From an optimization exercise on the open Yosys and OpenROAD flow, aimed at small area, a short achievable clock period and few clock cycles per item; shortcuts taken in it are not production practice.
RTL that was checked went through simulation tests only; none was proved equivalent to the original.

## echo_engine
module echo_engine (
    input  wire        clk,
    input  wire        rst,         
    input  wire        cfg_we,
    input  wire [4:0]  cfg_addr,
    input  wire [31:0] cfg_wdata,
    output reg         cfg_err,     
    input  wire        in_valid,
    output wire        in_ready,
    input  wire [1:0]  in_op,       
    input  wire [15:0] in_data,
    output wire        out_valid,
    input  wire        out_ready,
    output wire [15:0] out_data
);
    localparam RING_DEPTH  = 64;
    localparam TABLE_DEPTH = 16;
    localparam OP_DELAY = 2'd0;
    localparam OP_TABLE = 2'd1;
    localparam OP_PRBS  = 2'd2;
    localparam OP_NOISE = 2'd3;
    localparam A_CAPACITY    = 5'd0;
    localparam A_NOISE_LEVEL = 5'd1;
    localparam A_LFSR        = 5'd2;
    localparam A_LCG_SEED    = 5'd3;
    localparam A_TABLE_LEN   = 5'd4;
    localparam A_RESTART     = 5'd5;
    localparam A_LCGSTEP     = 5'd6;
    function [30:0] rotl;
        input [30:0] v;
        input integer n;
        begin
            rotl = (v << n) | (v >> (31 - n));
        end
    endfunction
    function [61:0] csa;     
        input [30:0] x, y, z;
        reg [30:0] c;
        begin
            c   = (x & y) | (x & z) | (y & z);
            csa = {x ^ y ^ z, c[29:0], c[30]};
        end
    endfunction
    function [38:0] lcg_next;    
  ...
Size in the first run: roughly 1500 flip-flops, ~79 I/O pins, about 58000 sq um of cells after synthesis.
export LEC_CHECK = 0
export CAP_MARGIN = 20
export CORE_MARGIN = 2
export CORE_UTILIZATION = 40
export CTS_CLUSTER_DIAMETER = 70
export CTS_CLUSTER_SIZE = 24
export PLACE_DENSITY = 0.6
export SLEW_MARGIN = 20
create_clock -name core_clock -period 10.5 [get_ports {clk}]
standard.sh (not shown) runs the stock make flow with config.mk's settings and CLKGATE_MAP_FILE= SYNTH_SCRIPT=/design/flow/synth_recipe.tcl, a recipe that flattens the netlist after the stock synthesis.
==> flow/flow/run.sh <==
#!/bin/bash
set -euo pipefail
MARGIN=$(cat flow/margin.txt)
bash standard.sh SETUP_SLACK_MARGIN=$MARGIN \
  "CTS_ARGS=-sink_clustering_enable -repair_clock_nets -sink_clustering_size 24 -sink_clustering_max_diameter 70 -dont_use_dummy_load" \
  "BUFFER_PORTS_ARGS=-buffer_cell sky130_fd_sc_hd__buf_4" \
  finish > flow_make.log 2>&1
==> flow/flow/margin.txt <==
7.0
Testbench counts at the start, summed over its fixed seeds: cycles 32,976, items 32,000.
Edit:
==> flow/flow/run.sh (replaced) <==
#!/bin/bash
# Standard ORFS layout through the standard.sh (the standard synthesis script, so
# the same registers), with these changes to how the layout is made:
#  - clock tree synthesis without dummy loads;
#  - buf_4 cells as the port buffers;
#  - no full or half adder cells from synthesis (abc maps the adders as plain gates).
set -euo pipefail
MARGIN=$(cat flow/margin.txt)
bash standard.sh SETUP_SLACK_MARGIN=$MARGIN \
  "CTS_ARGS=-sink_clustering_enable -repair_clock_nets -sink_clustering_size 20 -sink_clustering_max_diameter 70 -dont_use_dummy_load" \
  "BUFFER_PORTS_ARGS=-buffer_cell sky130_fd_sc_hd__buf_4" \
  ADDER_MAP_FILE= \
  finish > flow_make.log 2>&1
==> flow/flow/margin.txt (replaced) <==
6.9
ABC_AREA = 1   (was not set)
Effect: Global-route usage is higher by 2.6 points. First-iteration DRC count is higher by well over a third. Register-to-register slack gains 0.80 ns. Via count is higher by well over a third. Wire length is higher by a quarter to a third.
Edit:
--- a/flow/flow/run.sh
+++ b/flow/flow/run.sh
@@ -10 +10 @@
-  "CTS_ARGS=-sink_clustering_enable -repair_clock_nets -sink_clustering_size 20 -sink_clustering_max_diameter 70 -dont_use_dummy_load" \
+  "CTS_ARGS=-sink_clustering_enable -repair_clock_nets -sink_clustering_size 24 -sink_clustering_max_diameter 70 -dont_use_dummy_load" \
==> flow/flow/margin.txt (replaced) <==
7.05
ABC_AREA = not set   (was 1)
What happened:
- The new run completed with no timing, DRC or antenna violations
- wire length decreases by 13%
- worst hold slack loses 0.017 ns
- area after synthesis fell by 3.7%
- setup slack improved by 0.057 ns
- maximum frequency increases by 1.6%
Edit:
--- a/flow/flow/run.sh
+++ b/flow/flow/run.sh
@@ -10 +10 @@
-  "CTS_ARGS=-sink_clustering_enable -repair_clock_nets -sink_clustering_size 24 -sink_clustering_max_diameter 70 -dont_use_dummy_load" \
+  "CTS_ARGS=-sink_clustering_enable -repair_clock_nets -sink_clustering_size 20 -sink_clustering_max_diameter 70 -dont_use_dummy_load" \
==> flow/flow/margin.txt (replaced) <==
7.1
ABC_AREA = 1   (was not set)
After rerunning: The changed run finished clean. Setup slack loses 0.024 ns. Clock skew came out lower by 0.044 ns. Routed wire length came out higher by about a fifth. Die area came out higher by a few percent. Via count came out higher by a quarter to a third. Critical path depth came out higher by 8. First-iteration DRC count came out higher by a quarter to a third.


## job 103
Another version of the RTL of echo_engine (not shown whole).
Size in the first run: ~3800 cells after synthesis, roughly 1500 flip-flops, roughly 79 I/O pins, ~64000 um2 of cells after synthesis.
Design echo_engine, start of the top module:
module echo_engine (
    input  wire        clk,
    input  wire        rst,         
    input  wire        cfg_we,
    input  wire [4:0]  cfg_addr,
    input  wire [31:0] cfg_wdata,
    output reg         cfg_err,     
    input  wire        in_valid,
    output wire        in_ready,
    input  wire [1:0]  in_op,       
    input  wire [15:0] in_data,
    output wire        out_valid,
    input  wire        out_ready,
    output wire [15:0] out_data
);
Settings: LEC_CHECK=0, ABC_CLOCK_PERIOD_IN_PS=3500, CAP_MARGIN=20, CORE_MARGIN=2, CORE_UTILIZATION=40, PLACE_DENSITY=0.6, SETUP_SLACK_MARGIN=5, SLEW_MARGIN=20; clock period 10.5 ns.
run.sh (not shown) runs the stock make flow with config.mk's settings and CLKGATE_MAP_FILE= SYNTH_SCRIPT=/design/flow/synth_recipe.tcl, a recipe that flattens the netlist after the stock synthesis.
Stock flow here: none of the scripts above is used.
Setup changes, job 103 to job 102
Settings: ABC_CLOCK_PERIOD_IN_PS removed (was 3500); SETUP_SLACK_MARGIN removed (was 5).
### Flow results
- Summary of job 102 over job 103: hold buffer count at cts shows no meaningful change; height of the die shows no meaningful change.
- Between job 102 and job 103, the difference in hold slack is negligible.
- Job 102 does better than job 103 on final instance area.
- The final reports for job 102 and job 103 show largest net degree at the start of global routing higher in the former.
- Lower via count of the first global-routing pass goes to job 102 over job 103.
- Against job 103, job 102 comes in 8.2% higher on wire length on met3.
- Job 102 -> job 103: total core area delta 0, exact match
- Compared with job 103, job 102 shows a higher sequential share of layout area.
- Diff job 103..job 102 | final hold violation count | unchanged
Function was not checked in any run of this note: the RTL went through the layout flow alone.

what the ideal ports hide:
Ports are ideal in the flow. The routed layouts listed here were re-timed in OpenROAD. Step 1, drivers: a clkbuf_16 drives clk and a buf_2 each remaining input, both assumed. Step 2 times the ports against the registers' clock, not the clock port: input delays grow and output delays shrink by t, the midpoint of the rising clock arrivals with the driver on. Slacks: no drivers / after step 1 / after step 2; pairs: no drivers / after step 1.
run	t, ns	setup WS [ns]	worst setup path at the end
the first run of note 1	0.741	6.360 / 6.360 / 5.787	input to register
the second run of note 1	0.786	6.902 / 6.916 / 6.148	input to register
the third run of note 1	0.757	6.959 / 6.880 / 6.391	input to register
the fourth run of note 1	0.788	6.935 / 6.890 / 6.102	input to register
job 103	0.849	4.731 / 4.731 / 3.984	input to register
job 102	0.853	3.799 / 3.799 / 3.706	input to register
After both steps setup and hold are still met in every run listed. For the fourth run of note 1, which loses most, drivers alone change the setup slack by -0.045 ns; drivers and shift together by -0.833 ns.
